This design comes from an exercise in tuning for small area, a short achievable clock period and few clock cycles on the open sky130 flow, not from production work. Function was checked by simulation only, so behaviour that the tests miss may differ from the original. Power and IR drop assume default switching activity.

## design/flow/design.v

```verilog
module cache_array #(
    parameter IDXW = 2,                  
    parameter TAGW = 13 - IDXW           
) (
    input  wire            clk,
    input  wire            rst,
    input  wire [IDXW-1:0] l_set,
    input  wire [TAGW-1:0] l_tag,
    input  wire            byp,          
    input  wire            same_line,    
    output wire            hit,
    output wire            hit_way,
    output wire            hit_m,
    output wire            vic_way,      
    output wire            vic_m,
    input  wire [IDXW-1:0] b_set,
    input  wire [TAGW-1:0] b_tag,
    input  wire            rd_way,
    output wire [63:0]     rd_data,
    output wire [TAGW-1:0] rd_tag,
    input  wire            u_way,
    input  wire            u_st_we,      
    input  wire [1:0]      u_st,
    input  wire            u_dat_we,     
    input  wire            u_mru_we,     
    input  wire            fire,
    input  wire [63:0]     cmd_data
);
    localparam SETS = 1 << IDXW;
    localparam ST_I = 2'd0, ST_M = 2'd2;
    reg [1:0]      st0_q  [0:SETS-1];
    reg [1:0]      st1_q  [0:SETS-1];
    reg [TAGW-1:0] tag0_q [0:SETS-1];
    reg [TAGW-1:0] tag1_q [0:SETS-1];
    reg [63:0]     dat0_q [0:SETS-1];
    reg [63:0]     dat1_q [0:SETS-1];
    reg            mru_q  [0:SETS-1];
    reg [SETS-1:0] tm0, tm1;
    integer j;
    always @(*) begin
        for (j = 0; j < SETS; j = j + 1) begin
            tm0[j] = tag0_q[j] == l_tag;
            tm1[j] = tag1_q[j] == l_tag;
        end
    end
    wire b0 = byp && !u_way;
    wire b1 = byp &&  u_way;
    wire [1:0] s0  = (b0 && u_st_we) ? u_st : st0_q[l_set];
    wire [1:0] s1  = (b1 && u_st_we) ? u_st : st1_q[l_set];
    wire       t0  = (b0 && u_dat_we) ? same_line : tm0[l_set];
    wire       t1  = (b1 && u_dat_we) ? same_line : tm1[l_set];
    wire       mru = (byp && u_mru_we) ? u_way : mru_q[l_set];
    wire v0 = s0 != ST_I;
    wire v1 = s1 != ST_I;
    wire h0 = v0 && t0;
    wire h1 = v1 && t1;
    assign hit      = h0 | h1;
    assign hit_way  = h1;
    assign hit_m    = h1 ? s1[1] : s0[1];
    assign vic_way  = !v0 ? 1'b0 : !v1 ? 1'b1 : !mru;
    assign vic_m    = vic_way ? s1[1] : s0[1];
    assign rd_data = rd_way ? dat1_q[b_set] : dat0_q[b_set];
    assign rd_tag  = rd_way ? tag1_q[b_set] : tag0_q[b_set];
    integer i;
    always @(posedge clk) begin
        if (rst) begin
            for (i = 0; i < SETS; i = i + 1) begin
                st0_q[i] <= ST_I;
                st1_q[i] <= ST_I;
            end
        end else if (fire && u_st_we) begin
            if (u_way) st1_q[b_set] <= u_st;
            else       st0_q[b_set] <= u_st;
        end
        if (fire && u_dat_we) begin
            if (u_way) begin
                tag1_q[b_set] <= b_tag;
                dat1_q[b_set] <= cmd_data;
            end else begin
                tag0_q[b_set] <= b_tag;
                dat0_q[b_set] <= cmd_data;
            end
        end
        if (fire && u_mru_we)
            mru_q[b_set] <= u_way;
    end
endmodule
module cache_engine (
    input  wire        clk,
    input  wire        rst,
    input  wire        req_valid,
    output wire        req_ready,
    input  wire [31:0] req_word,
    input  wire [15:0] req_addr,
    input  wire [63:0] req_data,     
    output reg         resp_valid,
    output reg         resp_fault,
    output reg  [63:0] resp_data,    
    output wire        mem_req,
    output reg         mem_we,
    output reg  [12:0] mem_addr,
    output reg  [63:0] mem_wdata,
    input  wire        mem_ack,
    input  wire [63:0] mem_rdata,
    output reg         dev_we,
    output reg  [15:0] dev_addr,
    output reg  [7:0]  dev_data,
    output reg         fault_valid,
    output reg  [3:0]  fault_code,
    output reg  [3:0]  fault_cache,
    output reg  [1:0]  fault_level,
    output reg  [15:0] fault_addr
);
    localparam OP_GET = 2'd0, OP_PUT = 2'd1, OP_RDLINE = 2'd2, OP_WRLINE = 2'd3;
    localparam ST_I = 2'd0, ST_S = 2'd1, ST_M = 2'd2;
    localparam FC_WRITE_MISS = 4'd2, FC_ILLEGAL = 4'd5;
    wire [1:0] r_op     = req_word[1:0];
    wire [1:0] r_sz     = req_word[5:4];
    wire [3:0] r_cid    = req_word[9:6];
    wire       r_cidbad = r_cid > 4'd2;
    wire       r_ill    = (req_word[31:10] != 22'd0) || (req_word[3:2] != 2'd0) ||
                          (r_op[1] && r_sz != 2'd0) || r_cidbad;
    reg req_ready_q;
    assign req_ready = req_ready_q;
    wire accept = req_valid && req_ready_q;
    reg        s_valid;
    reg [1:0]  s_op, s_sz, s_k;
    reg        s_ill, s_cidbad;
    reg [15:0] s_addr;
    reg [63:0] s_data;
    reg        a_valid;
    reg [1:0]  a_op, a_sz, a_k;
    reg        a_ill, a_cidbad;
    reg [15:0] a_addr;
    reg [63:0] a_data;
    reg [12:0] a_line;
    reg        a_second;
    reg        b_valid;
    reg [1:0]  b_op, b_sz, b_k;
    reg        b_cidbad;
    reg [15:0] b_addr;
    reg [63:0] b_data;
    reg [12:0] b_line;
    reg        b_second;
    reg        b_ill, b_wrmiss, b_wrhit, b_norm, b_dev, b_last_line;
    reg        b_hk, b_sib;
    reg [2:0]  b_kdec, b_en, b_hr_sel;
    reg        b_hr_way, b_vway2, b_vwayk;
    reg [2:0]  b_u_way, b_u_st_we, b_u_dat_we, b_u_mru_we;
    reg [1:0]  b_u_st [0:2];
    reg        b_act;        
    reg [1:0]  b_slot;       
    reg [2:0]  b_dj;         
    reg [63:0] lb;           
    wire [2:0]  hit, hway, hm, vway, vm;
    wire [63:0] rdata [0:2];
    wire [10:0] rtag0, rtag1;
    wire [9:0]  rtag2;
    wire [2:0]  rd_way, rd_sel;
    wire        fire;
    wire [63:0] c_data;
    wire same_line = a_line == b_line;
    wire byp1 = b_valid && a_line[1:0] == b_line[1:0];
    wire byp2 = b_valid && a_line[2:0] == b_line[2:0];
    cache_array #(.IDXW(2)) u_l1i (
        .clk(clk), .rst(rst),
        .l_set(a_line[1:0]), .l_tag(a_line[12:2]), .byp(byp1), .same_line(same_line),
        .hit(hit[0]), .hit_way(hway[0]), .hit_m(hm[0]), .vic_way(vway[0]), .vic_m(vm[0]),
        .b_set(b_line[1:0]), .b_tag(b_line[12:2]), .rd_way(rd_way[0]),
        .rd_data(rdata[0]), .rd_tag(rtag0),
        .u_way(b_u_way[0]), .u_st_we(b_u_st_we[0]), .u_st(b_u_st[0]),
        .u_dat_we(b_u_dat_we[0]), .u_mru_we(b_u_mru_we[0]), .fire(fire), .cmd_data(c_data));
    cache_array #(.IDXW(2)) u_l1d (
        .clk(clk), .rst(rst),
        .l_set(a_line[1:0]), .l_tag(a_line[12:2]), .byp(byp1), .same_line(same_line),
        .hit(hit[1]), .hit_way(hway[1]), .hit_m(hm[1]), .vic_way(vway[1]), .vic_m(vm[1]),
        .b_set(b_line[1:0]), .b_tag(b_line[12:2]), .rd_way(rd_way[1]),
        .rd_data(rdata[1]), .rd_tag(rtag1),
        .u_way(b_u_way[1]), .u_st_we(b_u_st_we[1]), .u_st(b_u_st[1]),
        .u_dat_we(b_u_dat_we[1]), .u_mru_we(b_u_mru_we[1]), .fire(fire), .cmd_data(c_data));
    cache_array #(.IDXW(3)) u_l2 (
        .clk(clk), .rst(rst),
        .l_set(a_line[2:0]), .l_tag(a_line[12:3]), .byp(byp2), .same_line(same_line),
        .hit(hit[2]), .hit_way(hway[2]), .hit_m(hm[2]), .vic_way(vway[2]), .vic_m(vm[2]),
        .b_set(b_line[2:0]), .b_tag(b_line[12:3]), .rd_way(rd_way[2]),
        .rd_data(rdata[2]), .rd_tag(rtag2),
        .u_way(b_u_way[2]), .u_st_we(b_u_st_we[2]), .u_st(b_u_st[2]),
        .u_dat_we(b_u_dat_we[2]), .u_mru_we(b_u_mru_we[2]), .fire(fire), .cmd_data(c_data));
    wire [2:0] a_off  = a_addr[2:0];
    wire [3:0] a_nm1  = (4'd1 << a_sz) - 4'd1;
    wire [3:0] a_lastp = {1'b0, a_off} + a_nm1;
    wire       a_two  = a_lastp[3] && !a_op[1];       
    wire       a_is_wr = a_op == OP_PUT || a_op == OP_WRLINE;
    wire       a_dev  = a_line[12:1] == 12'hF00 && a_op == OP_PUT;
    wire [2:0] kdec = (a_k == 2'd0) ? 3'b001 : (a_k == 2'd1) ? 3'b010 : 3'b100;
    wire       hk   = |(hit & kdec);
    wire       vkm  = |(vm & kdec);
    wire [2:0] oth  = hit & ~kdec;
    wire [2:0] sdec = oth[0] ? 3'b001 : oth[1] ? 3'b010 : oth[2] ? 3'b100 : 3'b000;
    wire       sib_found = |oth;
    wire       sm   = |(hm & sdec);
    wire       is_sib  = !hk && sib_found;
    wire       is_miss = !hk && !sib_found;
    wire a_norm  = !a_ill && !a_dev && a_op != OP_WRLINE;
    wire a_wrhit = !a_ill && a_op == OP_WRLINE && hk;
    wire a_upd   = a_norm || a_wrhit;
    wire [2:0] a_en = a_norm ? {!hk && vkm, is_miss && !kdec[2] && vm[2],
                                is_miss || (is_sib && sm)} : 3'b000;
    reg [2:0] u_way, u_st_we, u_dat_we, u_mru_we;
    reg [1:0] u_st [0:2];
    integer c;
    always @(*) begin
        for (c = 0; c < 3; c = c + 1) begin
            u_way[c] = 1'b0; u_st_we[c] = 1'b0; u_st[c] = ST_I;
            u_dat_we[c] = 1'b0; u_mru_we[c] = 1'b0;
            if (a_upd) begin
                if (kdec[c]) begin
                    u_mru_we[c] = 1'b1;
                    if (hk) begin
                        u_way[c]    = hway[c];
                        u_st_we[c]  = a_is_wr;
                        u_st[c]     = ST_M;
                        u_dat_we[c] = a_is_wr;
                    end else begin
                        u_way[c]    = vway[c];
                        u_st_we[c]  = 1'b1;
                        u_st[c]     = a_is_wr ? ST_M : ST_S;
                        u_dat_we[c] = 1'b1;
                    end
                end else if (a_is_wr && hit[c]) begin
                    u_way[c]   = hway[c];
                    u_st_we[c] = 1'b1;
                    u_st[c]    = ST_I;
                end else if (!a_is_wr && is_sib && sdec[c] && sm) begin
                    u_way[c]   = hway[c];
                    u_st_we[c] = 1'b1;
                    u_st[c]    = ST_S;
                end else if (is_miss && c == 2) begin
                    u_way[c]    = vway[c];
                    u_st_we[c]  = 1'b1;
                    u_st[c]     = a_is_wr ? ST_I : ST_S;
                    u_dat_we[c] = 1'b1;
                    u_mru_we[c] = 1'b1;
                end
            end
        end
    end
    wire [2:0] hr_sel = hk ? kdec : sdec;
    wire [2:0] b_off = b_addr[2:0];
    wire [3:0] b_nm1 = (4'd1 << b_sz) - 4'd1;
    reg        mem_req_q;
    wire       rd_now   = b_valid && b_norm && !b_act && !b_hk && !b_sib;
    assign     mem_req  = mem_req_q || rd_now;
    wire       cur_act  = b_act || rd_now;
    wire [1:0] cur_slot = b_act ? b_slot : 2'd0;
    wire [2:0] allowed = !cur_act         ? 3'b111 :
                         cur_slot == 2'd0 ? 3'b110 :
                         cur_slot == 2'd1 ? 3'b100 : 3'b000;
    wire [2:0] cand  = b_en & allowed;
    wire       nany  = |cand;
    wire [1:0] nslot = cand[0] ? 2'd0 : cand[1] ? 2'd1 : 2'd2;
    wire       rd_hold = rd_now && !mem_ack;
    wire [3:0] dev_p    = {1'b0, b_off} + {1'b0, b_dj};
    wire       dev_last = ({1'b0, b_dj} == b_nm1) || (!b_second && dev_p[2:0] == 3'd7);
    wire f_ill      = b_valid && b_ill;
    wire f_wmiss    = b_valid && b_wrmiss;
    wire b_fault    = f_ill || f_wmiss;
    wire wr_done    = b_valid && b_wrhit;
    wire dev_op     = b_valid && b_dev;
    wire b_nrm      = b_valid && b_norm;
    wire done_n     = b_nrm && !cur_act && (b_hk || !nany);
    wire start_n    = b_nrm && !cur_act && !b_hk && nany;
    wire done_a     = b_nrm && cur_act && !nany;
    wire start_a    = b_nrm && cur_act && nany;
    wire norm_done  = done_n || (mem_ack && done_a);
    wire xfer_start = start_n || (mem_ack && start_a);
    wire line_done  = norm_done || (dev_op && dev_last);
    wire b_end_n    = b_fault || wr_done || (dev_op && dev_last) || done_n;
    wire b_end      = b_end_n || (mem_ack && done_a);
    wire b_final    = (line_done && b_last_line) || wr_done;
    wire b_free     = !b_valid || b_end;
    assign fire     = norm_done || wr_done;
    wire       vic_rd = nany && !cand[0];
    assign rd_sel = vic_rd ? (cand[1] ? 3'b100 : b_kdec) : b_hr_sel;
    assign rd_way = {3{vic_rd ? (cand[1] ? b_vway2 : b_vwayk) : b_hr_way}};
    wire [63:0] rb = ({64{rd_sel[0]}} & rdata[0]) |
                     ({64{rd_sel[1]}} & rdata[1]) |
                     ({64{rd_sel[2]}} & rdata[2]);
    wire [12:0] rline = ({13{rd_sel[0]}} & {rtag0, b_line[1:0]}) |
                        ({13{rd_sel[1]}} & {rtag1, b_line[1:0]}) |
                        ({13{rd_sel[2]}} & {rtag2, b_line[2:0]});
    wire [63:0] line_src = (b_hk || b_sib) ? rb :
                           (cur_act && cur_slot == 2'd0) ? mem_rdata : lb;
    reg [63:0] put_rot, put_mask, get_rot, get_mask;
    integer b;
    always @(*) begin
        for (b = 0; b < 8; b = b + 1) begin
            put_rot[8*b +: 8] = b_data[8*((b - b_off) & 7) +: 8];
            put_mask[8*b +: 8] = (({b_second, 3'd0} + b) >= {1'b0, b_off} &&
                                  ({b_second, 3'd0} + b - {1'b0, b_off}) <= b_nm1) ? 8'hFF : 8'h00;
            get_rot[8*b +: 8] = line_src[8*((b + b_off) & 7) +: 8];
            get_mask[8*b +: 8] = (b <= b_nm1 && ((({1'b0, b_off} + b) >= 8) == b_second)) ? 8'hFF : 8'h00;
        end
    end
    wire [63:0] merged = (put_rot & put_mask) | (line_src & ~put_mask);
    assign c_data = (b_op == OP_WRLINE) ? b_data :
                    (b_op == OP_PUT)    ? merged : line_src;
    wire a_move  = a_valid && b_free;
    wire a_stay  = a_two && !a_second && !a_ill;     
    wire a_take  = !a_valid || (a_move && !a_stay);
    integer q;
    always @(posedge clk) begin
        resp_valid <= 1'b0;
        dev_we     <= 1'b0;
        if (rst) begin
            req_ready_q <= 1'b1;
            s_valid     <= 1'b0;
            a_valid     <= 1'b0;
            b_valid     <= 1'b0;
            b_act       <= 1'b0;
            mem_req_q   <= 1'b0;
            mem_we      <= 1'b0;
            fault_valid <= 1'b0;
            fault_code  <= 4'd0;
            fault_cache <= 4'hF;
            fault_level <= 2'd0;
            fault_addr  <= 16'd0;
        end else begin
            if (dev_op) begin
                dev_we   <= 1'b1;
                dev_addr <= b_addr + {13'd0, b_dj};
                dev_data <= b_data[8*b_dj +: 8];
                b_dj     <= b_dj + 3'd1;
            end
            if (rd_hold) begin
                b_act     <= 1'b1;
                b_slot    <= 2'd0;
                mem_req_q <= 1'b1;
            end
            if (xfer_start) begin
                b_act     <= 1'b1;
                b_slot    <= nslot;
                mem_req_q <= 1'b1;
                mem_we    <= !(nslot == 2'd0 && !b_sib);
                mem_addr  <= (nslot == 2'd0) ? b_line : rline;
                mem_wdata <= rb;
            end
            if (cur_act && cur_slot == 2'd0)
                lb <= mem_rdata;
            if (norm_done) begin
                b_act     <= 1'b0;
                mem_req_q <= 1'b0;
                mem_we    <= 1'b0;
            end
            if (b_valid) begin
                if (b_op == OP_GET)
                    resp_data <= (b_second ? resp_data & ~get_mask : 64'd0) | (get_rot & get_mask);
                else if (b_op == OP_RDLINE)
                    resp_data <= line_src;
                else
                    resp_data <= 64'd0;
            end
            if (b_final) begin
                resp_valid <= 1'b1;
                resp_fault <= 1'b0;
            end
            if (b_fault) begin
                resp_valid  <= 1'b1;
                resp_fault  <= 1'b1;
                fault_valid <= 1'b1;
                fault_addr  <= b_addr;
                if (f_ill) begin
                    fault_code  <= FC_ILLEGAL;
                    fault_cache <= b_cidbad ? 4'hF : {2'd0, b_k};
                    fault_level <= b_cidbad ? 2'd0 : (b_k == 2'd2) ? 2'd2 : 2'd1;
                end else begin
                    fault_code  <= FC_WRITE_MISS;
                    fault_cache <= {2'd0, b_k};
                    fault_level <= (b_k == 2'd2) ? 2'd2 : 2'd1;
                end
            end
            if (b_fault || fault_valid) begin
                s_valid     <= 1'b0;
                a_valid     <= 1'b0;
                b_valid     <= 1'b0;
                req_ready_q <= 1'b0;
            end else begin
                if (b_free) begin
                    b_valid <= a_valid;
                    b_act   <= 1'b0;
                    if (a_valid) begin
                        b_op        <= a_op;
                        b_sz        <= a_sz;
                        b_k         <= a_k;
                        b_cidbad    <= a_cidbad;
                        b_addr      <= a_addr;
                        b_data      <= a_data;
                        b_line      <= a_line;
                        b_second    <= a_second;
                        b_ill       <= a_ill;
                        b_wrmiss    <= !a_ill && a_op == OP_WRLINE && !hk;
                        b_wrhit     <= a_wrhit;
                        b_norm      <= a_norm;
                        b_dev       <= !a_ill && a_dev;
                        b_last_line <= !a_two || a_second;
                        b_hk        <= hk;
                        b_sib       <= is_sib;
                        b_kdec      <= kdec;
                        b_en        <= a_en;
                        b_hr_sel    <= hr_sel;
                        b_hr_way    <= |(hr_sel & hway);
                        b_vway2     <= vway[2];
                        b_vwayk     <= |(kdec & vway);
                        b_u_way     <= u_way;
                        b_u_st_we   <= u_st_we;
                        b_u_dat_we  <= u_dat_we;
                        b_u_mru_we  <= u_mru_we;
                        for (q = 0; q < 3; q = q + 1)
                            b_u_st[q] <= u_st[q];
                        b_dj        <= a_second ? 3'd0 - a_off : 3'd0;
                        mem_addr    <= a_line;
                    end
                end
                if (a_move && a_stay) begin
                    a_line   <= a_line + 13'd1;
                    a_second <= 1'b1;
                end
                if (a_take) begin
                    a_second <= 1'b0;
                    if (s_valid) begin
                        a_valid  <= 1'b1;
                        a_op     <= s_op;
                        a_sz     <= s_sz;
                        a_k      <= s_k;
                        a_ill    <= s_ill;
                        a_cidbad <= s_cidbad;
                        a_addr   <= s_addr;
                        a_data   <= s_data;
                        a_line   <= s_addr[15:3];
                    end else if (accept) begin
                        a_valid  <= 1'b1;
                        a_op     <= r_op;
                        a_sz     <= r_sz;
                        a_k      <= r_cid[1:0];
                        a_ill    <= r_ill;
                        a_cidbad <= r_cidbad;
                        a_addr   <= req_addr;
                        a_data   <= req_data;
                        a_line   <= req_addr[15:3];
                    end else begin
                        a_valid  <= 1'b0;
                    end
                    s_valid <= 1'b0;
                end else if (accept) begin
                    s_valid  <= 1'b1;
                    s_op     <= r_op;
                    s_sz     <= r_sz;
                    s_k      <= r_cid[1:0];
                    s_ill    <= r_ill;
                    s_cidbad <= r_cidbad;
                    s_addr   <= req_addr;
                    s_data   <= req_data;
                end
                req_ready_q <= a_take || !(s_valid || accept);
            end
        end
    end
endmodule
```

## design/flow/constraint.sdc

```tcl
create_clock -name core_clock -period 10.0 [get_ports {clk}]
set_input_delay 2.0000 -clock core_clock [delete_from_list [all_inputs] [get_ports {clk}]]
set_output_delay 2.0000 -clock core_clock [all_outputs]
set_load 0.01 [all_outputs]
```

## design/flow/config.mk

```make
export PLATFORM = sky130hd
export DESIGN_NAME = cache_engine
export DESIGN_NICKNAME = cache_engine
export VERILOG_FILES = /design/flow/design.v
export SDC_FILE = /design/flow/constraint.sdc
export NUM_CORES = 4
export LEC_CHECK = 0
export CAP_MARGIN = 20
export CORE_MARGIN = 2
export CORE_UTILIZATION = 40
export SETUP_SLACK_MARGIN = 5
export SLEW_MARGIN = 20
```

## design/flow/run.sh

```bash
#!/bin/bash
# synth_recipe.tcl (not shown) runs the flow's synth.tcl, then flattens the netlist and writes it again
# the make line also repeats each setting of config.mk as NAME=value (left out here)
make -C /OpenROAD-flow-scripts/flow DESIGN_CONFIG=/design/flow/config.mk WORK_HOME=/design/flow/orfs CLKGATE_MAP_FILE= SYNTH_SCRIPT=/design/flow/synth_recipe.tcl finish
```

==> impl_metrics.tcl, run 1 <==
set metrics [dict create \
    status "timing/DRC/antenna clean" \
    crit_type "register to register" \
    post-place-ws_ns 3.45 \
    end_kind "register" \
    overflow 0 \
    crit_family "compound AO/OA/AOI/OAI gates" \
    powerDensity_nw_per_um2 193 \
    ant_nets 0 \
    hold_class "register to register" \
    die_w_um 579 \
    drt_wl_total_um 489000 \
    synth_cells 7713 \
    tightest_slew_ns 1.19 \
    critical_path_buf_inv_count 2 \
    yosys_warnings 7 \
    cts_sinks 3067 \
    finish.utilization 0.471 \
    dieArea_um2 336000 \
    synth_fa_ha_area_frac 0.00384 \
    avgSynthCellArea_um2 17.2 \
    drtIter0Drc 12000 \
    core_um2 330000 \
    drcViolationCount 0 \
    synth_compound_area_frac 0.0547 \
    fin_setup_tns_ns 0 \
    clockRootBuffer "clkbuf_16" \
    cpMaxStageDelayCell "nor4_4" \
    synth.largest_area_cell "edfxtp_1" \
    htree_levels 5 \
    multi_input_area_um2 39900 \
    hp-start "a_data[57]" \
    whs_ns 0.409 \
    grt_pass1_wl_um 654000 \
    grt_antenna_before_repair 38 \
    drv_slew 0 \
    wire_per_inst_um 37.8 \
    initial_core_util 0.401 \
    ys_types 103 \
    syn_area_um2 132000 \
    clk_pin_slew_ns 0.07 \
    grt_pass1_vias 78600 \
    hold_viol_final 0 \
    synth-edff-count 3028 \
    synth.area.mux_share 0.151 \
    finalCritPeriodShare 0.508 \
    synth_seq_cells 3067 \
    synth_top_family_by_area "multiplexers" \
    crit_chain "nand4bb_4 -> nand2_8 -> o2111ai_4 -> buf_12 -> buf_12 -> a221oi_1 -> a211oi_2 -> nor4_4 -> a21oi_1 -> a21oi_4 -> o21ai_4" \
    cts_tree "built" \
    synth_simple_gate_area_frac 0.0506 \
    die_h_um 579 \
    pin_count 378 \
    fin_crit_ns 5.08 \
    fin_skew_ns 0.0852 \
    required_ns 10.47 \
    viasPerCell 6.35 \
    peakVddDrop_uv 131 \
    track_usage 0.282 \
    max_freq_mhz 197 \
    ys_seq_area_frac 0.693 \
    synth_top_area_frac 0.687 \
    final_nets 8514 \
    maxCapViolCount 0 \
    area_delta_synth_final_pct 17.3 \
    clockBufferDepth 4 \
    cp_data_arrival_time_ns 5.55 \
    hold_buffers 0 \
    synth_area_leaders "edfxtp_1 69%, mux4_2 12%, xnor2_1 1.7%" \
    fill_cells 27700 \
    timing.rr.start "b_sib" \
    leakage_uw 0.0496 \
    timing.final.ws_setup_ns 4.92 \
    r2r_setup_slack_ns 4.92 \
    seq_area_um2 91700 \
    max_stage_delay_ns 0.66 \
    grt_max_degree 123 \
    syn_nets 7933 \
    drive_above_1_share 0.237 \
    synth_ff_type "edfxtp_1" \
    clk_latency_ns 0.91 \
    dr_total_vias 82100 \
    maxSlewHeadroom 0.204 \
    start_kind "register" \
    final-setup-viol-count 0 \
    crit_path_frequent_cell "buf_12" \
    synth_xor_area_frac 0.0258 \
    startpoint "b_sib" \
    dp_hpwl_um 295000 \
    numCtsBuffers 321 \
    portBuffers 376 \
    num_rows 211 \
    rsz0062_at_grt "yes" \
    firstDrtPassIters 6 \
    place.gp.congestion 0.993 \
    async_reset_ff_frac 0 \
    path_max_fanout 89 \
]
## layer usage
layer / vias to the layer above / part of all wire / global-route usage
li1: 32300 / - / -
met1: 43300 / 0.38 / 0.377
met2: 5382 / 0.46 / 0.436
met3: 996 / 0.11 / 0.0590
met4: 18 / 0.057 / 0.144
met5: - / 0.00024 / 0
## cells by family (layout without fill, tap and decap cells)
family,count (synthesis),count (layout)
AND/OR/NAND/NOR,1375,1379
multiplexers,1060,1060
buffers and inverters,648,1441
AO/OA/AOI/OAI,1132,1161
flip-flops,3067,3067
adder cells (fa/ha/maj),40,40
other,1,23
XOR/XNOR,390,390
## cell usage in the layout, fill, tap and decap left out, types with 38 or more instances in the layout
cell,instances
a211oi_1,45
a31oi_1,44
o21ai_0,224
nor2_1,239
nor2_4,40
xnor2_1,263
mux2i_1,137
nand2_1,412
a221oi_1,58
clkbuf_1,56
clkdlybuf4s50_1,375
a21oi_1,331
xor2_1,125
nand4_1,96
ha_1,38
nor4_1,47
clkbuf_16,331
or3_1,45
nand2b_1,53
clkinv_1,81
mux2_2,183
inv_1,124
o21ai_4,62
edfxtp_1,3028
nor3_1,67
buf_4,265
clkinv_2,49
o21ai_2,38
buf_12,60
nand3_1,195
mux4_2,727
## timing repair
| action | CTS | global route |
|---|---|---|
| endpoints found under the setup margin | 3576 | 1796 |
| buffers inserted | 42 | 34 |
| pin swaps | 29 | 21 |
| resized for setup | 91 | 62 |
| cloned | 19 | 15 |
## worst paths after layout
kind	to	cells after the start
hold / removal	b_data[57]	0
hold reg to reg	b_data[57]	0
setup reg to reg	u_l2.dat0_q[5][25]	11
setup / recovery	u_l2.dat0_q[5][25]	11
## state kept, by name, summed over array words and instances, names as in the netlist, 80 cells and up, named ones only
| signal | flops |
|---|---|
| u_l1i.dat0_q | 256 |
| u_l2.dat1_q | 512 |
| u_l2.tag0_q | 80 |
| u_l2.tag1_q | 80 |
| u_l2.dat0_q | 512 |
| u_l1i.dat1_q | 256 |
| u_l1d.dat0_q | 256 |
| u_l1d.dat1_q | 256 |
## area by class of cell
cell class	count	share of cell area
diodes	22	0.000354
well taps	4366	0.0352
repair buffers	740	0.0487
inverters	133	0.00325
clock inverters	178	0.0103
clock buffers	390	0.0549
flip-flops and latches	3067	0.590
multi-input cells	4031	0.257
## synthesized netlist by cell type, types with 96 or more instances
master    count
nor2_1      276
xor2_1      126
mux4_2      727
xnor2_1     264
buf_2       146
mux2_2      183
edfxtp_1   3028
mux2i_1     148
clkbuf_1    251
nand4_1      96
nand2_1     417
o21ai_0     298
inv_1       129
a21oi_1     354
nand3_1     198
## power breakdown
part	switching [uW]	leakage [uW]	internal, uW
clock network	5080	0.00494	6720
logic	2340	0.0169	1170
registers	121	0.0278	14500
total	7540	0.0496	22400
## per-stage QoR
stage          instance area (um2)  total power, uW  instances
6_report                    155000            29900      12900
2_1_floorplan               133000            16600       7713
3_3_place_gp                143000            18000      12200
3_5_place_dp                143000            18100      12200
4_1_cts                     154000            29900      12900
5_1_grt                     155000            30600      12900
Testbench counts, summed over its fixed seeds: cycles 5,608.
==> run 2: changes to the inputs <==
--- a/design/flow/design.v
+++ b/design/flow/design.v
@@ -250,7 +250,7 @@
     wire [3:0] b_nm1 = (4'd1 << b_sz) - 4'd1;
     reg        mem_req_q;
     wire       rd_now   = b_valid && b_norm && !b_act && !b_hk && !b_sib;
-    assign     mem_req  = mem_req_q || rd_now;
+    assign     mem_req  = mem_req_q;
     wire       cur_act  = b_act || rd_now;
     wire [1:0] cur_slot = b_act ? b_slot : 2'd0;
     wire [2:0] allowed = !cur_act         ? 3'b111 :
@@ -280,29 +280,41 @@
     wire b_final    = (line_done && b_last_line) || wr_done;
     wire b_free     = !b_valid || b_end;
     assign fire     = norm_done || wr_done;
-    wire       vic_rd = nany && !cand[0];
-    assign rd_sel = vic_rd ? (cand[1] ? 3'b100 : b_kdec) : b_hr_sel;
-    assign rd_way = {3{vic_rd ? (cand[1] ? b_vway2 : b_vwayk) : b_hr_way}};
+    reg  [2:0] rd_sel_q;
+    reg        rd_way_q;
+    reg        b_src_rb;     
+    reg        b_lbsel;      
+    assign rd_sel = rd_sel_q;
+    assign rd_way = {3{rd_way_q}};
+    wire [2:0] l_cand = a_en & ((a_norm && is_miss) ? 3'b110 : 3'b111);
+    wire       l_vic  = |l_cand && !l_cand[0];
+    wire [2:0] l_sel  = l_vic ? (l_cand[1] ? 3'b100 : kdec) : hr_sel;
+    wire       l_way  = l_vic ? (l_cand[1] ? vway[2] : |(kdec & vway)) : |(hr_sel & hway);
+    wire [2:0] x_cand = b_en & ((nslot == 2'd0) ? 3'b110 : (nslot == 2'd1) ? 3'b100 : 3'b000);
+    wire       x_vic  = |x_cand && !x_cand[0];
+    wire [2:0] x_sel  = x_vic ? (x_cand[1] ? 3'b100 : b_kdec) : b_hr_sel;
+    wire       x_way  = x_vic ? (x_cand[1] ? b_vway2 : b_vwayk) : b_hr_way;
     wire [63:0] rb = ({64{rd_sel[0]}} & rdata[0]) |
                      ({64{rd_sel[1]}} & rdata[1]) |
                      ({64{rd_sel[2]}} & rdata[2]);
     wire [12:0] rline = ({13{rd_sel[0]}} & {rtag0, b_line[1:0]}) |
                         ({13{rd_sel[1]}} & {rtag1, b_line[1:0]}) |
                         ({13{rd_sel[2]}} & {rtag2, b_line[2:0]});
-    wire [63:0] line_src = (b_hk || b_sib) ? rb :
-                           (cur_act && cur_slot == 2'd0) ? mem_rdata : lb;
-    reg [63:0] put_rot, put_mask, get_rot, get_mask;
+    wire [63:0] line_src = b_src_rb ? rb : b_lbsel ? lb : mem_rdata;
+    wire [63:0] rot_in  = (b_op == OP_PUT) ? b_data : line_src;
+    wire [2:0]  rot_amt = (b_op == OP_PUT) ? 3'd0 - b_off : (b_op == OP_GET) ? b_off : 3'd0;
+    reg  [63:0] rot;
+    reg [63:0] put_mask, get_mask;
     integer b;
     always @(*) begin
         for (b = 0; b < 8; b = b + 1) begin
-            put_rot[8*b +: 8] = b_data[8*((b - b_off) & 7) +: 8];
+            rot[8*b +: 8] = rot_in[8*((b + rot_amt) & 7) +: 8];
             put_mask[8*b +: 8] = (({b_second, 3'd0} + b) >= {1'b0, b_off} &&
                                   ({b_second, 3'd0} + b - {1'b0, b_off}) <= b_nm1) ? 8'hFF : 8'h00;
-            get_rot[8*b +: 8] = line_src[8*((b + b_off) & 7) +: 8];
             get_mask[8*b +: 8] = (b <= b_nm1 && ((({1'b0, b_off} + b) >= 8) == b_second)) ? 8'hFF : 8'h00;
         end
     end
-    wire [63:0] merged = (put_rot & put_mask) | (line_src & ~put_mask);
+    wire [63:0] merged = (rot & put_mask) | (line_src & ~put_mask);
     assign c_data = (b_op == OP_WRLINE) ? b_data :
                     (b_op == OP_PUT)    ? merged : line_src;
     wire a_move  = a_valid && b_free;
@@ -344,6 +356,9 @@
                 mem_we    <= !(nslot == 2'd0 && !b_sib);
                 mem_addr  <= (nslot == 2'd0) ? b_line : rline;
                 mem_wdata <= rb;
+                rd_sel_q  <= x_sel;
+                rd_way_q  <= x_way;
+                b_lbsel   <= nslot != 2'd0;
             end
             if (cur_act && cur_slot == 2'd0)
                 lb <= mem_rdata;
@@ -354,9 +369,9 @@
             end
             if (b_valid) begin
                 if (b_op == OP_GET)
-                    resp_data <= (b_second ? resp_data & ~get_mask : 64'd0) | (get_rot & get_mask);
+                    resp_data <= (b_second ? resp_data & ~get_mask : 64'd0) | (rot & get_mask);
                 else if (b_op == OP_RDLINE)
-                    resp_data <= line_src;
+                    resp_data <= rot;
                 else
                     resp_data <= 64'd0;
             end
@@ -418,7 +433,13 @@
                         for (q = 0; q < 3; q = q + 1)
                             b_u_st[q] <= u_st[q];
                         b_dj        <= a_second ? 3'd0 - a_off : 3'd0;
+                        rd_sel_q    <= l_sel;
+                        rd_way_q    <= l_way;
+                        b_src_rb    <= hk || is_sib;
+                        b_lbsel     <= 1'b0;
                         mem_addr    <= a_line;
+                        mem_req_q   <= a_norm && is_miss;
+                        mem_we      <= 1'b0;
                     end
                 end
                 if (a_move && a_stay) begin
==> impl_metrics.tcl, run 2 <==
set metrics [dict create \
    status "timing/DRC/antenna clean" \
    cts_tree "built" \
    leakage_uw 0.0489 \
    cp_data_arrival_time_ns 5.55 \
    required_ns 10.56 \
    firstDrtPassIters 9 \
    rsz0062_at_grt "yes" \
    fin_setup_tns_ns 0 \
    ys_types 86 \
    drive_above_1_share 0.257 \
    synth_top_cells_by_count "3034 x edfxtp_1, 705 x mux4_2, 384 x nor2_1" \
    drtIter0Drc 11100 \
    r2r_setup_slack_ns 5.01 \
    drcViolationCount 0 \
    drv_slew 0 \
    maxSlewHeadroom 0.147 \
    ys_seq_area_frac 0.704 \
    numCtsBuffers 326 \
    hold_class "register to register" \
    reg_top3 "u_l2.dat0_q (512), u_l2.dat1_q (512)" \
    synth_area_leaders "edfxtp_1 70%, mux4_2 12%, mux2_2 2.8%" \
    powerDensity_nw_per_um2 198 \
    finalCritPeriodShare 0.499 \
    synth-edff-count 3034 \
    peakVddDrop_uv 156 \
    r2r_end "u_l1i.dat1_q[0][21]" \
    fin_skew_ns 0.0715 \
    drt_wl_total_um 450000 \
    syn_nets 7432 \
    grt_antenna_before_repair 30 \
    synth.largest_area_cell "edfxtp_1" \
    hold_buffers 0 \
    clockRootBuffer "clkbuf_16" \
    num_rows 209 \
    final_nets 8111 \
    crit_type "register to register" \
    end_kind "register" \
    overflow 0 \
    dr_total_vias 77300 \
    viasPerCell 6.19 \
    portBuffers 376 \
    tightest_slew_ns 1.28 \
    die_w_um 575 \
    max_freq_mhz 201 \
    fin_crit_ns 4.99 \
    synth_top_area_frac 0.698 \
    timing.final.ws_setup_ns 5.01 \
    pin_count 378 \
    wire_per_inst_um 36.0 \
    hp-start "a_data[18]" \
    clk_pin_slew_ns 0.06 \
    yosys_warnings 7 \
    place.gp.congestion 0.979 \
    clk_latency_ns 0.95 \
    initial_core_util 0.402 \
    ant_nets 0 \
    finish.utilization 0.473 \
    grt_max_degree 142 \
    post-place-ws_ns 3.48 \
    hold_viol_final 0 \
    synth_cells 7211 \
    core_um2 324000 \
    layout_commonest_cell "edfxtp_1" \
    synth_ff_type "edfxtp_1" \
    final-setup-viol-count 0 \
    grt_pass1_vias 75300 \
    track_usage 0.265 \
    layout_common_cells "3034 x edfxtp_1, 705 x mux4_2, 375 x clkdlybuf4s50_1" \
    htree_levels 5 \
    whs_ns 0.410 \
    avgSynthCellArea_um2 18.1 \
    reg2regPathDepth 13 \
    dieArea_um2 331000 \
    path_max_fanout 32 \
    start_kind "register" \
    grt_pass1_wl_um 612000 \
    maxCapViolCount 0 \
    syn_area_um2 130000 \
    area_delta_synth_final_pct 17.6 \
    async_reset_ff_frac 0 \
    cts_sinks 3073 \
    synthMostInstantiatedCell "edfxtp_1" \
    clockBufferDepth 4 \
    dp_hpwl_um 276000 \
    synth_seq_cells 3073 \
    die_h_um 575 \
    critPathCapture "u_l1i.dat1_q[0][21]" \
]
## run 2: changes by cell type in the layout (fill, tap and decap cells not counted), sizes merged, moves of 39 or more
cell	change
o21ai	-186
nand2	-88
a222oi	+88
nand3	-111
a22oi	+53
nand2b	-40
xnor2	-72
mux2i	-49
a21oi	-194
nand4	-39
nor2	+112
mux2	+137
xor2	+76
nor2b	+39
## run 2: where the power goes
group / total [uW] / switching [uW] / internal [uW]
Sequential: 14700 / 119 / 14600
Clock: 12000 / 5160 / 6870
Combinational: 3660 / 2350 / 1310
## run 2: logic make-up after synthesis
family          Yosys count  synth area share
compound gates          880            0.0482
other cells               1         0.0000287
mux                    1126             0.157
xor+xnor                394            0.0264
simple gates           1154            0.0411
buf+inv                 542            0.0189
fa+ha+maj                41           0.00399
flops                  3073             0.704
## run 2: cell type report
cell class / instances / area (um2)
Timing Repair Buffer: 761 / 7660
Clock inverter: 182 / 1790
Multi-Input combinational cell: 3606 / 37500
Inverter: 122 / 468
Fill cell: 27100 / 171000
Sequential cell: 3073 / 91900
Clock buffer: 408 / 8670
Antenna cell: 13 / 32.5
Tap cell: 4325 / 5410
## run 2: worst min path at each step
stage / slack (ns) / depth (start not counted) / to
floorplan: 0.40 / 0 / b_addr[10]
global placement: 0.40 / 0 / b_data[1]
detailed placement: 0.40 / 0 / b_data[0]
CTS: 0.41 / 0 / b_data[29]
global route: 0.41 / 0 / b_data[29]
finish: 0.41 / 0 / b_data[18]
## run 2: what timing repair did
action,in CTS,in global routing
setup endpoints to repair,2608,1658
hold endpoints to repair,0,0
cloned,14,8
pin swaps,29,25
resized for setup,118,78
buffers inserted,62,25
## run 2: worst max-delay path, stage by stage, from the launching register on
cell	delay (ns)
dfxtp_4	0.37
buf_12	0.17
buf_12	0.20
buf_16	0.20
mux4_2	0.52
mux4_2	0.49
a222oi_1	0.61
mux2_2	0.40
o21a_1	0.45
a22o_1	0.25
nor2_1	0.04
mux2_2	0.31
mux2i_1	0.27
a21oi_4	0.25
## run 2: layer usage
metal  vias to the layer above  part of all wire  global-route usage
met1                     41200              0.39               0.361
met5                         -           0.00031                   0
met4                        20             0.050               0.115
met2                      4398              0.47               0.419
li1                      30800                 -                   -
met3                       811             0.088              0.0454
## run 2: per-stage QoR
step | area (um2) | cells | power, uW
after global routing | 153000 | 12500 | 31200
final | 153000 | 12500 | 30400
after CTS | 153000 | 12400 | 30400
after detailed placement | 141000 | 11800 | 18400
after global placement | 141000 | 11800 | 18300
after floorplan | 131000 | 7211 | 16900
Testbench counts of run 2, summed over its fixed seeds: cycles 5,608.
==> run 3: changes to the inputs <==
==> design/flow/flow/run.sh (new file) <==
#!/bin/bash
# Own layout flow: the standard layout (standard.sh, the standard synthesis
# included) with these changes to how the layout is made:
# - the resizer may change a cell to any cell of the same function, not only
#   to one of the same footprint, and aims for 5.5 ns of setup slack;
# - the ports get plain buf_2 buffers instead of clkdlybuf4s50_1.
# make's full output goes to standard_finish.log in this folder.
set -euo pipefail
bash standard.sh \
  MATCH_CELL_FOOTPRINT=0 \
  SETUP_SLACK_MARGIN=5.5 \
  "BUFFER_PORTS_ARGS=-buffer_cell sky130_fd_sc_hd__buf_2" \
  finish > standard_finish.log 2>&1
==> design/flow/standard.sh (new file) <==
#!/bin/bash
# synth_recipe.tcl (not shown) runs the flow's synth.tcl, then flattens the netlist and writes it again
# the make line also repeats each setting of config.mk as NAME=value (left out here)
make -C /OpenROAD-flow-scripts/flow DESIGN_CONFIG=/design/flow/config.mk WORK_HOME=/design/flow/orfs CLKGATE_MAP_FILE= SYNTH_SCRIPT=/design/flow/synth_recipe.tcl "${@:-finish}"
removed: design/flow/run.sh
==> impl_metrics.tcl, run 3 <==
set metrics [dict create \
    status "timing/DRC/antenna clean" \
    drt_wl_total_um 475000 \
    overflow 0 \
    syn_nets 7432 \
    clk_pin_slew_ns 0.06 \
    wire_per_inst_um 37.0 \
    path_max_fanout 29 \
    async_reset_ff_frac 0 \
    ys_seq_area_frac 0.704 \
    drcViolationCount 0 \
    synth_cells 7211 \
    drive_above_1_share 0.352 \
    reg_top3 "u_l2.dat0_q (512), u_l2.dat1_q (512)" \
    fin_setup_tns_ns 0 \
    layout_commonest_cell "edfxtp_1" \
    numCtsBuffers 326 \
    cp_data_arrival_time_ns 5.38 \
    synth.largest_area_cell "edfxtp_1" \
    hold_viol_final 0 \
    die_h_um 575 \
    die_w_um 575 \
    place.gp.congestion 0.996 \
    p_clk_frac 0.386 \
    maxCapViolCount 0 \
    pwr-share-seq 0.474 \
    peakVddDrop_uv 123 \
    layout_common_cells "3034 x edfxtp_1, 705 x mux4_2, 400 x buf_4" \
    grt_antenna_before_repair 41 \
    cts_tree "built" \
    fill_cells 26800 \
    dr_total_vias 80300 \
    post-place-ws_ns 3.47 \
    leakage_uw 0.0515 \
    grt_pass1_vias 77200 \
    p_sw_uw 7860 \
    max_freq_mhz 211 \
    ys_types 86 \
    grt_pass1_wl_um 633000 \
    start_kind "register" \
    rsz0062_at_grt "yes" \
    required_ns 10.63 \
    num_rows 209 \
    initial_core_util 0.402 \
    yosys_warnings 7 \
    drv_slew 0 \
    synth-edff-count 3034 \
    timing.final.ws_setup_ns 5.25 \
    power_frac_comb 0.140 \
    powerDensity_nw_per_um2 196 \
    core_um2 324000 \
    synth_top_area_frac 0.698 \
    track_usage 0.275 \
    fin_crit_ns 4.75 \
    p_total_uw 30900 \
    whs_ns 0.401 \
    syn_area_um2 130000 \
    synth_top_cells_by_count "3034 x edfxtp_1, 705 x mux4_2, 384 x nor2_1" \
    clockBufferDepth 4 \
    dp_hpwl_um 267000 \
    drtIter0Drc 12000 \
    ant_nets 0 \
    fin_skew_ns 0.0630 \
    pin_count 378 \
    fin_cells 12800 \
    dieArea_um2 331000 \
    end_kind "register" \
    avgSynthCellArea_um2 18.1 \
    crit_type "register to register" \
    synth_area_leaders "edfxtp_1 70%, mux4_2 12%, mux2_2 2.8%" \
    maxSlewHeadroom 0.192 \
    portBuffers 376 \
    hold_class "register to register" \
    tightest_slew_ns 1.21 \
    cts_sinks 3073 \
    synth_seq_cells 3073 \
    final_nets 8439 \
    htree_levels 5 \
    finalCritPeriodShare 0.475 \
    synthMostInstantiatedCell "edfxtp_1" \
    final-setup-viol-count 0 \
    clk_latency_ns 0.98 \
    viasPerCell 6.26 \
    firstDrtPassIters 8 \
    area_delta_synth_final_pct 21.0 \
    place_inst 11700 \
    swShare 0.254 \
    synth_ff_type "edfxtp_1" \
    internal_power_uw 23100 \
    grt_max_degree 113 \
    hold_buffers 0 \
    clockRootBuffer "clkbuf_16" \
]
[run 3: final timing paths]
check,from,endpoint,slack (ns),cells after the start
hold / removal,a_data[33],b_data[33],0.40,0
setup reg to reg,register,u_l2.dat0_q[6][19],5.25,15
hold reg to reg,a_data[33],b_data[33],0.40,0
setup / recovery,register,u_l2.dat0_q[6][19],5.25,15
[run 3: cells by family after synthesis]
family / share of synthesized area
AO/OA/AOI/OAI: 0.0482
XOR/XNOR: 0.0264
adder cells (fa/ha/maj): 0.00399
buffers and inverters: 0.0189
flip-flops: 0.704
multiplexers: 0.157
other: 0.0000287
AND/OR/NAND/NOR: 0.0411
[run 3: per-stage QoR]
step / util / area (um2)
after floorplan: - / 131000
after global placement: 0.428 / 139000
after detailed placement: 0.428 / 139000
after CTS: 0.475 / 154000
after global routing: 0.487 / 158000
final: 0.487 / 158000
[run 3: timing repair]
action                     4_1_cts  5_1_grt
gates resized for setup        477      241
cloned                          59       53
pin swaps                       97      129
setup endpoints to repair     2758     2574
buffers inserted               178      182
[run 3: critical path, cell delays in order (launching register included)]
cell and delay, ns:
dfxtp_4 0.50, buf_16 0.26, buf_16 0.23, mux4_2 0.35
mux4_2 0.51, a222oi_1 0.68, buf_4 0.29, a21oi_4 0.11
mux2i_1 0.18, buf_4 0.19, a22o_1 0.16, nor2_1 0.05
mux2_4 0.31, mux2i_4 0.27, buf_6 0.15, a21oi_4 0.09
[run 3: final cells by class]
cell class	instances	area [um2]	share of cell area
antenna	26	65.1	0.000412
clock buffer	403	8640	0.0547
clock inverter	181	1710	0.0109
inverter	122	474	0.00300
multi-input combinational	3662	39900	0.253
sequential	3073	91900	0.582
tap	4325	5410	0.0343
timing repair buffer	1032	9710	0.0615
timing repair inverter	1	5.00	0.0000317
[run 3: power by group through the flow]
stage,logic (uW),registers (uW),clock network (uW)
after detailed placement,3320,15000,0
after global placement,3270,15000,0
final,4320,14700,11900
after floorplan,1990,14900,0
after global routing,4460,14700,12500
after CTS,3870,14700,12100
[run 3: layer usage]
layer  global-route usage  routed length [um]  part of all wire  vias to the layer above
met1                0.371              181000              0.38                    42600
met5                    0                  40          0.000084                        -
li1                     -                   -                 -                    31500
met2                0.433              221000              0.47                     5148
met3               0.0506               47200              0.10                      954
met4                0.131               25800             0.054                        6
==> run 4: changes to the inputs <==
==> design/flow/flow/run.sh (replaced) <==
#!/bin/bash
# Own layout flow: the standard layout (standard.sh, the standard synthesis
# included) with these changes to how the layout is made:
# - the resizer may change a cell to any cell of the same function, not only
#   to one of the same footprint, and aims for 5.5 ns of setup slack, repairing the worst 30% of the endpoints that miss it;
# - the ports get plain buf_2 buffers instead of clkdlybuf4s50_1.
# make's full output goes to standard_finish.log in this folder.
set -euo pipefail
bash standard.sh \
  MATCH_CELL_FOOTPRINT=0 \
  SETUP_SLACK_MARGIN=5.5 \
  TNS_END_PERCENT=30 \
  "BUFFER_PORTS_ARGS=-buffer_cell sky130_fd_sc_hd__buf_2" \
  finish > standard_finish.log 2>&1
==> impl_metrics.tcl, run 4 <==
set metrics [dict create \
    ys_types 86 \
    synth_seq_cells 3073 \
    end_kind "register" \
    timing.final.ws_setup_ns 5.09 \
    clk_latency_ns 0.95 \
    portBuffers 376 \
    grt_max_degree 88 \
    max_stage_delay_ns 0.87 \
    final_nets 8492 \
    firstDrtPassIters 9 \
    internal_power_uw 23300 \
    start_kind "register" \
    initial_core_util 0.402 \
    whs_ns 0.411 \
    clockRootBuffer "clkbuf_16" \
    viasPerCell 6.31 \
    dieArea_um2 331000 \
    p_sw_uw 8000 \
    synthMostInstantiatedCell "edfxtp_1" \
    r2r_setup_slack_ns 5.09 \
    reg2regPathDepth 9 \
    status "timing/DRC/antenna clean" \
    pwr-share-seq 0.470 \
    final-setup-viol-count 0 \
    track_usage 0.281 \
    area_delta_synth_final_pct 21.1 \
    overflow 0 \
    async_reset_ff_frac 0 \
    layout_common_cells "3034 x edfxtp_1, 705 x mux4_2, 459 x buf_4" \
    place.gp.congestion 1.00 \
    clockBufferDepth 4 \
    hold_class "register to register" \
    core_um2 324000 \
    synth_area_leaders "edfxtp_1 70%, mux4_2 12%, mux2_2 2.8%" \
    tightest_slew_ns 1.25 \
    ant_nets 0 \
    fin_skew_ns 0.0680 \
    htree_levels 5 \
    fin_setup_tns_ns 0 \
    drive_above_1_share 0.351 \
    cts_tree "built" \
    grt_pass1_vias 76900 \
    crit_type "register to register" \
    layout_commonest_cell "edfxtp_1" \
    syn_nets 7432 \
    synth_top_cells_by_count "3034 x edfxtp_1, 705 x mux4_2, 384 x nor2_1" \
    dp_hpwl_um 275000 \
    grt_antenna_before_repair 35 \
    num_rows 209 \
    rsz0062_at_grt "yes" \
    critical_path_buf_inv_count 2 \
    synth-edff-count 3034 \
    r2r_end "u_l1i.dat0_q[2][39]" \
    timing.rr.start "b_sib" \
    multi_input_area_um2 39300 \
    clk_pin_slew_ns 0.06 \
    hp-start "a_data[2]" \
    cts_sinks 3073 \
    crit_family "simple AND/OR/NAND/NOR gates" \
    hold_end "b_data[2]" \
    avgSynthCellArea_um2 18.1 \
    die_h_um 575 \
    numCtsBuffers 331 \
    fill_cells 26800 \
    leakage_uw 0.0518 \
    wire_per_inst_um 37.7 \
    maxCapViolCount 0 \
    holdPathStages 0 \
    p_clk_frac 0.393 \
    drtIter0Drc 12000 \
    powerDensity_nw_per_um2 198 \
    power_frac_comb 0.137 \
    cp_data_arrival_time_ns 5.44 \
    yosys_warnings 7 \
    drt_wl_total_um 486000 \
    max_freq_mhz 204 \
    reg_top3 "u_l2.dat0_q (512), u_l2.dat1_q (512)" \
    dr_total_vias 81300 \
    finalCritPeriodShare 0.491 \
    seq_area_um2 91900 \
    path_max_fanout 36 \
    grt_pass1_wl_um 645000 \
    post-place-ws_ns 3.36 \
    swShare 0.256 \
    synth_top_area_frac 0.698 \
    crit_path_frequent_cell "buf_4" \
    maxSlewHeadroom 0.141 \
    synth_cells 7211 \
    ys_seq_area_frac 0.704 \
    synth.largest_area_cell "edfxtp_1" \
    syn_area_um2 130000 \
    required_ns 10.52 \
    drv_slew 0 \
    synth_ff_type "edfxtp_1" \
    die_w_um 575 \
    hold_viol_final 0 \
    fin_crit_ns 4.91 \
    drcViolationCount 0 \
    peakVddDrop_uv 141 \
    pin_count 378 \
    cpMaxStageDelayCell "buf_4" \
    crit_chain "nand4bb_1 -> a32o_1 -> a21oi_1 -> o2111a_2 -> a21o_1 -> buf_4 -> nand3b_1 -> nor2_4 -> buf_4" \
]
==> run 4: metal layers <==
metal | up-vias | wire, um | track usage
met5 | - | 51 | 0
met4 | 8 | 28900 | 0.140
met3 | 997 | 50300 | 0.0536
met2 | 5361 | 223000 | 0.437
met1 | 43200 | 184000 | 0.381
li1 | 31700 | - | -
==> run 4: area by class of cell <==
| class | count | area share |
|---|---|---|
| clock inverter | 190 | 0.0128 |
| antenna | 22 | 0.000349 |
| tap | 4325 | 0.0343 |
| multi-input combinational | 3647 | 0.249 |
| sequential | 3073 | 0.582 |
| clock buffer | 412 | 0.0550 |
| inverter | 122 | 0.00292 |
| timing repair buffer | 1096 | 0.0639 |
==> run 4: metrics by stage <==
| step | cell area (um2) | total power, uW | std cells | util |
|---|---|---|---|---|
| after global routing | 158000 | 32000 | 12900 | 0.487 |
| after global placement | 139000 | 18200 | 11700 | 0.428 |
| final | 158000 | 31300 | 12900 | 0.487 |
| after detailed placement | 139000 | 18300 | 11700 | 0.428 |
| after floorplan | 131000 | 16900 | 7211 | - |
| after CTS | 153000 | 30800 | 12600 | 0.473 |
==> run 4: cell families after synthesis <==
logic type,after synthesis,synth area share
DFF,3073,0.704
and+or+nand+nor,1154,0.0411
muxes,1126,0.157
AOI/OAI and AO/OA,880,0.0482
buffers and inverters,542,0.0189
xor gates and xnor gates,394,0.0264
adders and majority gates,41,0.00399
other,1,0.0000287
==> run 4: worst max path at each step <==
stage	start	to	slack (ns)	cells after the start
CTS	b_sib	u_l2.dat0_q[7][23]	4.90	10
finish	b_sib	u_l1i.dat0_q[2][39]	5.09	9
floorplan	mem_ack	register	4.46	7
global route	b_sib	u_l1i.dat0_q[2][23]	5.00	9
global placement	register	u_l1d.dat1_q[2][39]	3.34	11
detailed placement	register	u_l1d.dat0_q[1][39]	3.36	11
==> run 4: power by group through the flow <==
stage               combinational [uW]  clock, uW  sequential, uW
global placement                  3240          0           15000
CTS                               3740      12400           14700
global route                      4410      12900           14700
floorplan                         1970          0           14900
detailed placement                3280          0           15000
finish                            4270      12300           14700
==> run 4: what timing repair did <==
| item | 4_1_cts | 5_1_grt |
|---|---|---|
| pin swaps | 72 | 112 |
| setup buffers | 163 | 238 |
| endpoints found under the setup margin | 3108 | 3423 |
| gates cloned | 54 | 66 |
| hold buffers | 0 | 0 |
| resized for setup | 272 | 360 |
==> run 5: changes to the inputs <==
==> design/flow/flow/run.sh (replaced) <==
#!/bin/bash
# Own layout flow: the standard layout (standard.sh, the standard synthesis
# included) with these changes to how the layout is made:
# - the resizer may change a cell to any cell of the same function, not only
#   to one of the same footprint, and aims for 6 ns of setup slack;
# - the ports get plain buf_2 buffers instead of clkdlybuf4s50_1;
# - the clock tree is built from clkbuf_8, without dummy loads.
# make's full output goes to standard_finish.log in this folder.
set -euo pipefail
bash standard.sh \
  MATCH_CELL_FOOTPRINT=0 \
  SETUP_SLACK_MARGIN=6 \
  "BUFFER_PORTS_ARGS=-buffer_cell sky130_fd_sc_hd__buf_2" \
  "CTS_ARGS=-sink_clustering_enable -repair_clock_nets -buf_list sky130_fd_sc_hd__clkbuf_8 -dont_use_dummy_load" \
  finish > standard_finish.log 2>&1
==> impl_metrics.tcl, run 5 <==
set metrics [dict create \
    status "timing/DRC/antenna clean" \
    powerDensity_nw_per_um2 179 \
    track_usage 0.303 \
    final-setup-viol-count 0 \
    reg2regPathDepth 26 \
    drt_wl_total_um 520000 \
    drv_slew 0 \
    die_w_um 575 \
    drcViolationCount 0 \
    fin_skew_ns 0.203 \
    cp_data_arrival_time_ns 5.51 \
    fill_cells 26500 \
    drive_above_1_share 0.414 \
    grt_pass1_wl_um 689000 \
    portBuffers 376 \
    peakVddDrop_uv 122 \
    synth_area_leaders "edfxtp_1 70%, mux4_2 12%, mux2_2 2.8%" \
    holdPathStages 0 \
    area_delta_synth_final_pct 24.2 \
    clockRootBuffer "clkbuf_8" \
    seq_area_um2 91900 \
    final_nets 9053 \
    maxCapViolCount 0 \
    start_kind "register" \
    dp_hpwl_um 273000 \
    synth_top_area_frac 0.698 \
    syn_nets 7432 \
    ys_types 86 \
    synth_cells 7211 \
    num_rows 209 \
    synth_ff_type "edfxtp_1" \
    hold_viol_final 0 \
    synth-edff-count 3034 \
    reg_top3 "u_l2.dat0_q (512), u_l2.dat1_q (512)" \
    cts_sinks 3073 \
    finish.utilization 0.500 \
    synth.largest_area_cell "edfxtp_1" \
    required_ns 10.90 \
    wire_per_inst_um 39.5 \
    viasPerCell 6.47 \
    overflow 0 \
    ys_seq_area_frac 0.704 \
    clockBufferDepth 4 \
    yosys_warnings 7 \
    place.gp.congestion 1.00 \
    syn_area_um2 130000 \
    dieArea_um2 331000 \
    hold_class "register to register" \
    maxSlewHeadroom 0.163 \
    grt_max_degree 98 \
    synth_top_cells_by_count "3034 x edfxtp_1, 705 x mux4_2, 384 x nor2_1" \
    avgSynthCellArea_um2 18.1 \
    layout_commonest_cell "edfxtp_1" \
    multi_input_area_um2 42500 \
    dpl_cell_area_um2 139000 \
    cts_tree "built" \
    crit_type "register to register" \
    clk_pin_slew_ns 0.05 \
    final_area_um2 162000 \
    firstDrtPassIters 12 \
    grt_pass1_vias 82200 \
    grt_antenna_before_repair 46 \
    die_h_um 575 \
    hold_buffers 0 \
    synth_seq_cells 3073 \
    htree_levels 6 \
    fin_crit_ns 4.61 \
    max_freq_mhz 217 \
    initial_core_util 0.402 \
    leakage_uw 0.0533 \
    tightest_slew_ns 1.25 \
    end_kind "register" \
    core_um2 324000 \
    clk_latency_ns 1.24 \
    numCtsBuffers 528 \
    synthMostInstantiatedCell "edfxtp_1" \
    layout_common_cells "3034 x edfxtp_1, 705 x mux4_2, 531 x clkbuf_8" \
    path_max_fanout 6 \
    ant_nets 0 \
    async_reset_ff_frac 0 \
    pin_count 378 \
    rsz0062_at_grt "yes" \
    finalCritPeriodShare 0.461 \
    drtIter0Drc 13700 \
    dr_total_vias 85200 \
    fin_setup_tns_ns 0 \
]
run 5: cell types whose count changed in the layout (fill, tap and decap cells not counted), sizes merged, moves of 22 or more:
cell,delta
nor2,+22
clkinv,-134
bufinv,-32
buf,+258
clkbuf,+142
nand2,+31
run 5: report_power, final:
| part | leakage, uW | internal [uW] | switching [uW] |
|---|---|---|---|
| registers | 0.0277 | 14600 | 96.0 |
| logic | 0.0218 | 2090 | 2980 |
| clock network | 0.00380 | 4640 | 4710 |
run 5: layout make-up:
type | count | area share
inverters | 122 | 0.00294
clock buffers | 528 | 0.0448
well taps | 4325 | 0.0334
flip-flops and latches | 3073 | 0.567
repair inverters | 1 | 0.0000309
multi-input cells | 3726 | 0.262
repair buffers | 1380 | 0.0895
diodes | 24 | 0.000370
run 5: cells by family (layout without fill, tap and decap cells):
kind of cell | count (synthesis) | after routing | share of synthesized area
other cells | 1 | 25 | 0.0000287
simple gates | 1154 | 1240 | 0.0411
xor+xnor | 394 | 394 | 0.0264
fa+ha+maj | 41 | 41 | 0.00399
flops | 3073 | 3073 | 0.704
compound gates | 880 | 924 | 0.0482
mux | 1126 | 1126 | 0.157
buf+inv | 542 | 2031 | 0.0189
run 5: worst max-delay path: stages, from the launching register on:
cell and delay (ns):
dfxtp_4 0.40, buf_16 0.18, buf_16 0.21, buf_12 0.16, clkbuf_16 0.18, mux4_2 0.52
mux4_2 0.46, a222oi_1 0.40, buf_4 0.19, buf_4 0.10, buf_4 0.10, buf_4 0.09
buf_4 0.09, buf_4 0.09, buf_4 0.09, buf_4 0.10, buf_4 0.10, buf_4 0.10
buf_4 0.09, buf_4 0.09, buf_4 0.09, buf_4 0.09, buf_4 0.09, buf_4 0.08
buf_4 0.08, buf_4 0.09, inv_2 0.05
run 5: routing by layer:
metal | wire length [um] | track usage | vias to the layer above
li1 | - | - | 32600
met1 | 185000 | 0.391 | 44600
met2 | 232000 | 0.462 | 6473
met3 | 65100 | 0.0789 | 1504
met4 | 38200 | 0.181 | 20
met5 | 144 | 0 | -
run 5: worst paths after layout:
check / startpoint / to / slack [ns]
worst min-delay path: a_addr[15] / b_addr[15] / 0.37
worst min register to register: a_addr[15] / b_addr[15] / 0.37
worst max-delay path: register / mem_wdata[20] / 5.39
worst max register to register: register / mem_wdata[20] / 5.39
run 5: per-stage QoR:
stage               power, uW  cells  hold slack (ns)  worst slack, ns
detailed placement      18300  11700            0.405             3.39
finish                  29100  13200            0.373             5.39
global route            29800  13200            0.371             5.31
floorplan               16900   7211            0.400             4.46
global placement        18200  11700            0.403             3.41
CTS                     28700  13000            0.376             5.50
run 5: timing repair:
action,in CTS,in global routing
endpoints found under the setup margin,4156,3625
setup buffers,496,155
cloned,188,47
pin swaps,273,158
gates resized for setup,1029,278

-- what the ideal ports hide --
The results above use ideal ports. As a check the final layouts listed here were re-extracted and re-timed, cells and wires unchanged. Step 1, drivers: a clkbuf_16 drives clk and a buf_2 each remaining input, both assumed. Step 2 also shifts input and output timing later by t, the mid clock arrival at the registers, as if the neighbouring blocks saw the same clock. Three values: ideal, step 1, step 2; two values: the first two.
run | t (ns) | setup slack, ns | worst hold slack (ns) | clock arrival spread, ns
run 1 | 0.979 | 4.924 / 4.924 / 4.300 | 0.409 / 0.409 / 0.409 | 0.093 / 0.094
run 2 | 1.013 | 5.013 / 5.013 / 4.108 | 0.410 / 0.410 / 0.410 | 0.074 / 0.074
run 3 | 1.032 | 5.250 / 5.250 / 4.717 | 0.401 / 0.401 / 0.401 | 0.063 / 0.064
run 4 | 1.038 | 5.087 / 5.087 / 4.255 | 0.411 / 0.411 / 0.411 | 0.076 / 0.076
run 5 | 1.254 | 5.393 / 5.393 / 4.791 | 0.373 / 0.373 / 0.373 | 0.217 / 0.217
After both steps setup and hold are still met in every run listed. For run 2, which loses most, drivers alone change the setup slack by 0.000 ns; drivers and shift together by -0.905 ns.
